From an optimization exercise on the open Yosys and OpenROAD flow, aimed at small area, a short achievable clock period and few clock cycles per item; shortcuts taken in it are not production practice.
At most, simulation tests tie the RTL to the original design; equivalence was not proved.
No activity file was given, so power comes from the tool's default toggle rates.

==> flow/design.v (excerpt) <==
module fcodec_rx (
    input  wire        clk,
    input  wire        rst,
    input  wire        host_req,
    input  wire        host_we,
    input  wire [11:0] host_addr,
    input  wire [15:0] host_wdata,
    output wire        host_ack,
    output reg  [15:0] host_rdata,
    input  wire        rx_valid,
    input  wire        rx_fail,
    input  wire [7:0]  rx_data,
    output wire        rx_ready
);
clock: 10.0 ns
lec_check: 0
cap_margin: 20
core_margin: 2
core_utilization: 40
cts_cluster_diameter: 80
cts_cluster_size: 28
place_density: 0.6
setup_slack_margin: 5
slew_margin: 20
run.sh (not shown) runs the stock make flow with config.mk's settings and CLKGATE_MAP_FILE= SYNTH_SCRIPT=/design/flow/synth_recipe.tcl, a recipe that flattens the netlist after the stock synthesis.
Next try:
--- a/flow/design.v
+++ b/flow/design.v
@@ -47,16 +47,15 @@
     wire ph_fail = (phase == PH_FAILED);
     wire ph_dec  = (phase == PH_DEC);
     wire host_rxf  = (host_addr[11:9] == 3'b010);
     wire host_ring = host_rxf && !host_addr[8] && (host_addr[7:3] != 5'd0);
     wire wr_wait   = host_ring && (host_addr[2:0] != rot);
     wire pf_match  = (pf_addr == host_addr[8:0]);
-    reg  cnt_ok;      
-    assign host_ack = !ph_dec && !(host_rxf && (host_we ? (!host_addr[8] && (host_addr[7:3] != 5'd0) && (host_addr[2:0] != rot))
-                                                      : !(pf_ok && pf_match)));
-    assign rx_ready = ph_recv && cnt_ok;
+    wire cnt_wait  = !rx_count[8] && (rx_count[7:3] != 5'd0) && (rx_count[2:0] != rot);
+    assign host_ack = !ph_dec && !(host_ring && (host_we ? (host_addr[2:0] != rot) : !(pf_ok && pf_match)));
+    assign rx_ready = ph_recv && !cnt_wait;
     wire host_wr   = host_req && host_we && host_ack;
     wire rx_step   = rx_valid && rx_ready;
     wire step_byte = rx_step && !rx_fail;
     wire step_fail = rx_step && rx_fail;
     wire       is_rxf_addr = host_rxf && (host_addr[8:0] <= 9'd258);
     wire       rxf_hwr     = host_wr && is_rxf_addr && ph_idle;
@@ -111,38 +110,39 @@
         end
     endfunction
     wire       ma_fixed = ma[8] || (ma[7:3] == 5'd0);
     wire       ma_avail = ma_fixed || (ma[2:0] == rot);
     wire [7:0] ma_data  = ma_fixed ? fixed_rd(ma) : ring[(ma[7:3] - 5'd1) * 8 + 1];
     wire       walk     = ph_dec && (trk_m != rx_nbytes);
-    wire       rd_req   = host_req && !host_we && host_rxf && !ph_dec;
+    wire       rd_host  = host_req && !host_we && host_rxf && !ph_dec;
+    wire       rd_fix   = rd_host && !host_ring;            
+    wire       rd_req   = rd_host && host_ring;             
     wire [8:0] req_addr = ph_dec ? trk_m : host_addr[8:0];
     wire       req      = rd_req || walk;
     wire       req_eq   = (pf_addr == req_addr);
     wire       req_hit  = req && pf_ok && req_eq;
     wire       req_miss = req && !req_eq;
-    wire       req_fix  = req_addr[8] || (req_addr[7:3] == 5'd0);
+    wire [8:0] fix_nx   = host_addr[8:0] + 9'd1;
+    wire       nx_fixed = fix_nx[8] || (fix_nx[7:3] == 5'd0);
     reg  [8:0] pf_addr_n, ma_n;
     reg  [7:0] pf_data_n;
     reg        pf_ok_n;
     always @(*) begin
         pf_addr_n = pf_addr;
         pf_data_n = pf_data;
         pf_ok_n   = pf_ok;
         ma_n      = ma;
-        if (req_miss) begin
+        if (rd_fix && !(pf_match && !ma_fixed && ma_avail)) begin
+            pf_addr_n = fix_nx;
+            pf_ok_n   = 1'b0;
+            ma_n      = nx_fixed ? fix_nx + 9'd1 : fix_nx;
+        end else if (req_miss) begin
             pf_addr_n = req_addr;
-            if (req_fix) begin
-                pf_data_n = fixed_rd(req_addr);
-                pf_ok_n   = 1'b1;
-                ma_n      = req_addr + 9'd1;
-            end else begin
-                pf_ok_n   = 1'b0;
-                ma_n      = req_addr;
-            end
-        end else if (req_hit || !pf_ok) begin
+            pf_ok_n   = 1'b0;
+            ma_n      = req_addr;
+        end else if (rd_fix || req_hit || !pf_ok) begin
             pf_addr_n = ma;
             if (ma_avail) begin
                 pf_data_n = ma_data;
                 pf_ok_n   = 1'b1;
                 ma_n      = ma + 9'd1;
             end else begin
@@ -219,21 +219,12 @@
         end
     endtask
     wire [3:0] op_code  = host_wdata[3:0];
     wire       op_write = host_wr && (host_addr == 12'h000);
     wire       op_legal = (host_wdata[15:4] == 12'd0) &&
                           ((op_code <= 4'h5) || (op_code == 4'hF));
-    wire       cnt_clr  = op_write && op_legal &&
-                          ((op_code == 4'hF) || (op_code == 4'h4 && !ph_recv && !ph_fail));
-    wire [8:0] count_nx = cnt_clr ? 9'd0 : (step_byte ? count_inc : rx_count);
-    always @(posedge clk) begin
-        if (rst)
-            cnt_ok <= 1'b1;
-        else
-            cnt_ok <= count_nx[8] || (count_nx[7:3] == 5'd0) || (count_nx[2:0] == rot + 3'd1);
-    end
     always @(posedge clk) begin
         if (rst) begin
             phase       <= PH_IDLE;
             operr       <= 3'd0;
             rx_status   <= ST_NONE;
             rx_nbytes   <= 9'd0;
@@ -346,9 +337,10 @@
             default: reg_rd = 9'd0;
         endcase
     end
     wire host_regs = (host_addr[11:5] == 7'd0);
     always @(*) begin
         host_rdata       = 16'h0000;
-        host_rdata[8:0]  = ({9{host_regs}} & reg_rd) | ({9{host_rxf}} & {1'b0, pf_data});
+        host_rdata[8:0]  = ({9{host_regs}} & reg_rd) |
+                           ({9{host_rxf}} & {1'b0, host_ring ? pf_data : fixed_rd(host_addr[8:0])});
     end
 endmodule
Routed wire length is higher by 0.56%.
Final area grows by about 0.9%.
Fmax fell by 4.5%.
Worst setup slack gets worse by 0.26 ns.
Power came out higher by 8.4%.
Worst hold slack degrades by 0.0077 ns.
Flip-flop and latch count went down by 1.
Final cell count is higher by about 2%.
Die area went up by about 0.8%.
No functional check of the RTL was part of any run of this note.

* * *

== 09-02 ==
Another version of the RTL of fcodec_rx (not shown whole).
Size in the first run: ~4300 cells after synthesis, roughly 2200 flip-flops.
Settings: LEC_CHECK=0, CAP_MARGIN=20, CORE_MARGIN=2, CORE_UTILIZATION=40, CTS_CLUSTER_DIAMETER=80, CTS_CLUSTER_SIZE=28, PLACE_DENSITY=0.6, SETUP_SLACK_MARGIN=5, SLEW_MARGIN=20; clock period 10.0 ns.
09-02 finished all stages; the layout is clean.
Testbench counts of 09-02, summed over its fixed seeds: cycles 83,193, frames 960.
Edits applied to the flow inputs when going from 09-02 to 07-11:
diff --git a/flow/design.v b/flow/design.v
--- a/flow/design.v
+++ b/flow/design.v
@@ -47,16 +47,16 @@
     wire ph_fail = (phase == PH_FAILED);
     wire ph_dec  = (phase == PH_DEC);
     wire host_rxf  = (host_addr[11:9] == 3'b010);
     wire host_ring = host_rxf && !host_addr[8] && (host_addr[7:3] != 5'd0);
     wire wr_wait   = host_ring && (host_addr[2:0] != rot);
     wire pf_match  = (pf_addr == host_addr[8:0]);
-    reg  cnt_ok;      
+    wire cnt_wait  = !rx_count[8] && (rx_count[7:3] != 5'd0) && (rx_count[2:0] != rot);
     assign host_ack = !ph_dec && !(host_rxf && (host_we ? (!host_addr[8] && (host_addr[7:3] != 5'd0) && (host_addr[2:0] != rot))
                                                       : !(pf_ok && pf_match)));
-    assign rx_ready = ph_recv && cnt_ok;
+    assign rx_ready = ph_recv && !cnt_wait;
     wire host_wr   = host_req && host_we && host_ack;
     wire rx_step   = rx_valid && rx_ready;
     wire step_byte = rx_step && !rx_fail;
     wire step_fail = rx_step && rx_fail;
     wire       is_rxf_addr = host_rxf && (host_addr[8:0] <= 9'd258);
     wire       rxf_hwr     = host_wr && is_rxf_addr && ph_idle;
@@ -219,21 +219,12 @@
         end
     endtask
     wire [3:0] op_code  = host_wdata[3:0];
     wire       op_write = host_wr && (host_addr == 12'h000);
     wire       op_legal = (host_wdata[15:4] == 12'd0) &&
                           ((op_code <= 4'h5) || (op_code == 4'hF));
-    wire       cnt_clr  = op_write && op_legal &&
-                          ((op_code == 4'hF) || (op_code == 4'h4 && !ph_recv && !ph_fail));
-    wire [8:0] count_nx = cnt_clr ? 9'd0 : (step_byte ? count_inc : rx_count);
-    always @(posedge clk) begin
-        if (rst)
-            cnt_ok <= 1'b1;
-        else
-            cnt_ok <= count_nx[8] || (count_nx[7:3] == 5'd0) || (count_nx[2:0] == rot + 3'd1);
-    end
     always @(posedge clk) begin
         if (rst) begin
             phase       <= PH_IDLE;
             operr       <= 3'd0;
             rx_status   <= ST_NONE;
             rx_nbytes   <= 9'd0;
@@ -326,40 +317,29 @@
                     operr <= 3'd0;
                 end
             end
         end
     end
     wire [7:0] rx_plen = rx_valid_r ? (rx_len - 8'd2) : 8'd0;
-    wire [1:0] ra = host_addr[1:0];
-    reg  [8:0] g0, g2, g3, g4;
+    reg  [8:0] reg_rd;
     always @(*) begin
-        case (ra)
-            2'd1:    g0 = {2'd0, operr, ph_fail, 1'b0, ph_recv, 1'b0};
-            2'd3:    g0 = {5'd0, rx_status};
-            default: g0 = 9'd0;
-        endcase
-        case (ra)
-            2'd2:    g2 = rx_nbytes;
-            2'd3:    g2 = rx_count;
-            default: g2 = 9'd0;
-        endcase
-        case (ra)
-            2'd0:    g3 = {1'b0, rx_len};
-            2'd1:    g3 = {1'b0, rx_cmd};
-            2'd2:    g3 = {1'b0, rx_ctrl};
-            default: g3 = {1'b0, rx_plen};
-        endcase
-        case (ra)
-            2'd0:    g4 = {1'b0, rx_csum_exp};
-            2'd1:    g4 = {1'b0, rx_csum_rcv};
-            2'd2:    g4 = {8'd0, rx_valid_r};
-            default: g4 = 9'd0;
+        case (host_addr[4:0])
+            5'h01:   reg_rd = {2'd0, operr, ph_fail, 1'b0, ph_recv, 1'b0};
+            5'h03:   reg_rd = {5'd0, rx_status};
+            5'h0A:   reg_rd = rx_nbytes;
+            5'h0B:   reg_rd = rx_count;
+            5'h0C:   reg_rd = {1'b0, rx_len};
+            5'h0D:   reg_rd = {1'b0, rx_cmd};
+            5'h0E:   reg_rd = {1'b0, rx_ctrl};
+            5'h0F:   reg_rd = {1'b0, rx_plen};
+            5'h10:   reg_rd = {1'b0, rx_csum_exp};
+            5'h11:   reg_rd = {1'b0, rx_csum_rcv};
+            5'h12:   reg_rd = {8'd0, rx_valid_r};
+            default: reg_rd = 9'd0;
         endcase
     end
-    wire [8:0] reg_rd = ({9{host_addr[4:2] == 3'd0}} & g0) | ({9{host_addr[4:2] == 3'd2}} & g2) |
-                        ({9{host_addr[4:2] == 3'd3}} & g3) | ({9{host_addr[4:2] == 3'd4}} & g4);
     wire host_regs = (host_addr[11:5] == 7'd0);
     always @(*) begin
         host_rdata       = 16'h0000;
         host_rdata[8:0]  = ({9{host_regs}} & reg_rd) | ({9{host_rxf}} & {1'b0, pf_data});
     end
 endmodule
- 09-02 has a lower power density over the cells than 07-11.
- The number of library cell types mapped by synthesis in 07-11 sits 11 below the value recorded for 09-02.
- Taking 09-02 as the reference point, the count of placed standard cells in the final layout, fillers left out of 07-11 falls by 33.
- Diff 09-02 -> 07-11: clock-buffer cell count down 0.98%; area fraction in compound gates after synthesis up 0.31 points.
- 09-02 ended up with sky130_fd_sc_hd__buf_2 as its cell at the slowest stage of the critical path; 07-11 ended up with sky130_fd_sc_hd__or3b_4.
- Horizontal die dimension: 09-02 vs 07-11 — no meaningful difference
Testbench counts of 07-11, summed over its fixed seeds: cycles 83,193, frames 960.

==> static timing again, ports no longer ideal <==
In the flow no input, the clock included, has a driving cell. The finished layouts below were timed again as built, in two steps. Step 1 sets driving cells, clkbuf_16 on the clock port and buf_2 on the other inputs (assumed; they add their load-dependent delay and slew). Step 2 moves the port delays by t, midway between the first and last clock arrival at a register: inputs arrive t later, outputs are due t later. That takes back most of the time a late clock gives input paths. a / b / c = ideal / step 1 / step 2; a / b = the first two.
run	shift t [ns]	setup WS [ns]	hold WS [ns]	latest minus earliest clock arrival (ns)	slew at the worst register clock pin (ns)
the first run of note 1	0.794	4.416 / 4.349 / 4.044	0.307 / 0.307 / 0.307	0.046 / 0.047	0.11 / 0.11
the second run of note 1	0.804	4.154 / 3.990 / 3.990	0.299 / 0.299 / 0.299	0.073 / 0.073	0.11 / 0.11
09-02	0.804	4.623 / 4.560 / 4.279	0.295 / 0.295 / 0.295	0.054 / 0.053	0.11 / 0.11
07-11	0.807	4.481 / 4.363 / 4.186	0.304 / 0.304 / 0.304	0.060 / 0.060	0.10 / 0.10
After both steps every run listed still meets setup and hold. For the first run of note 1, which loses most, drivers alone change the setup slack by -0.067 ns; drivers and shift together by -0.372 ns.
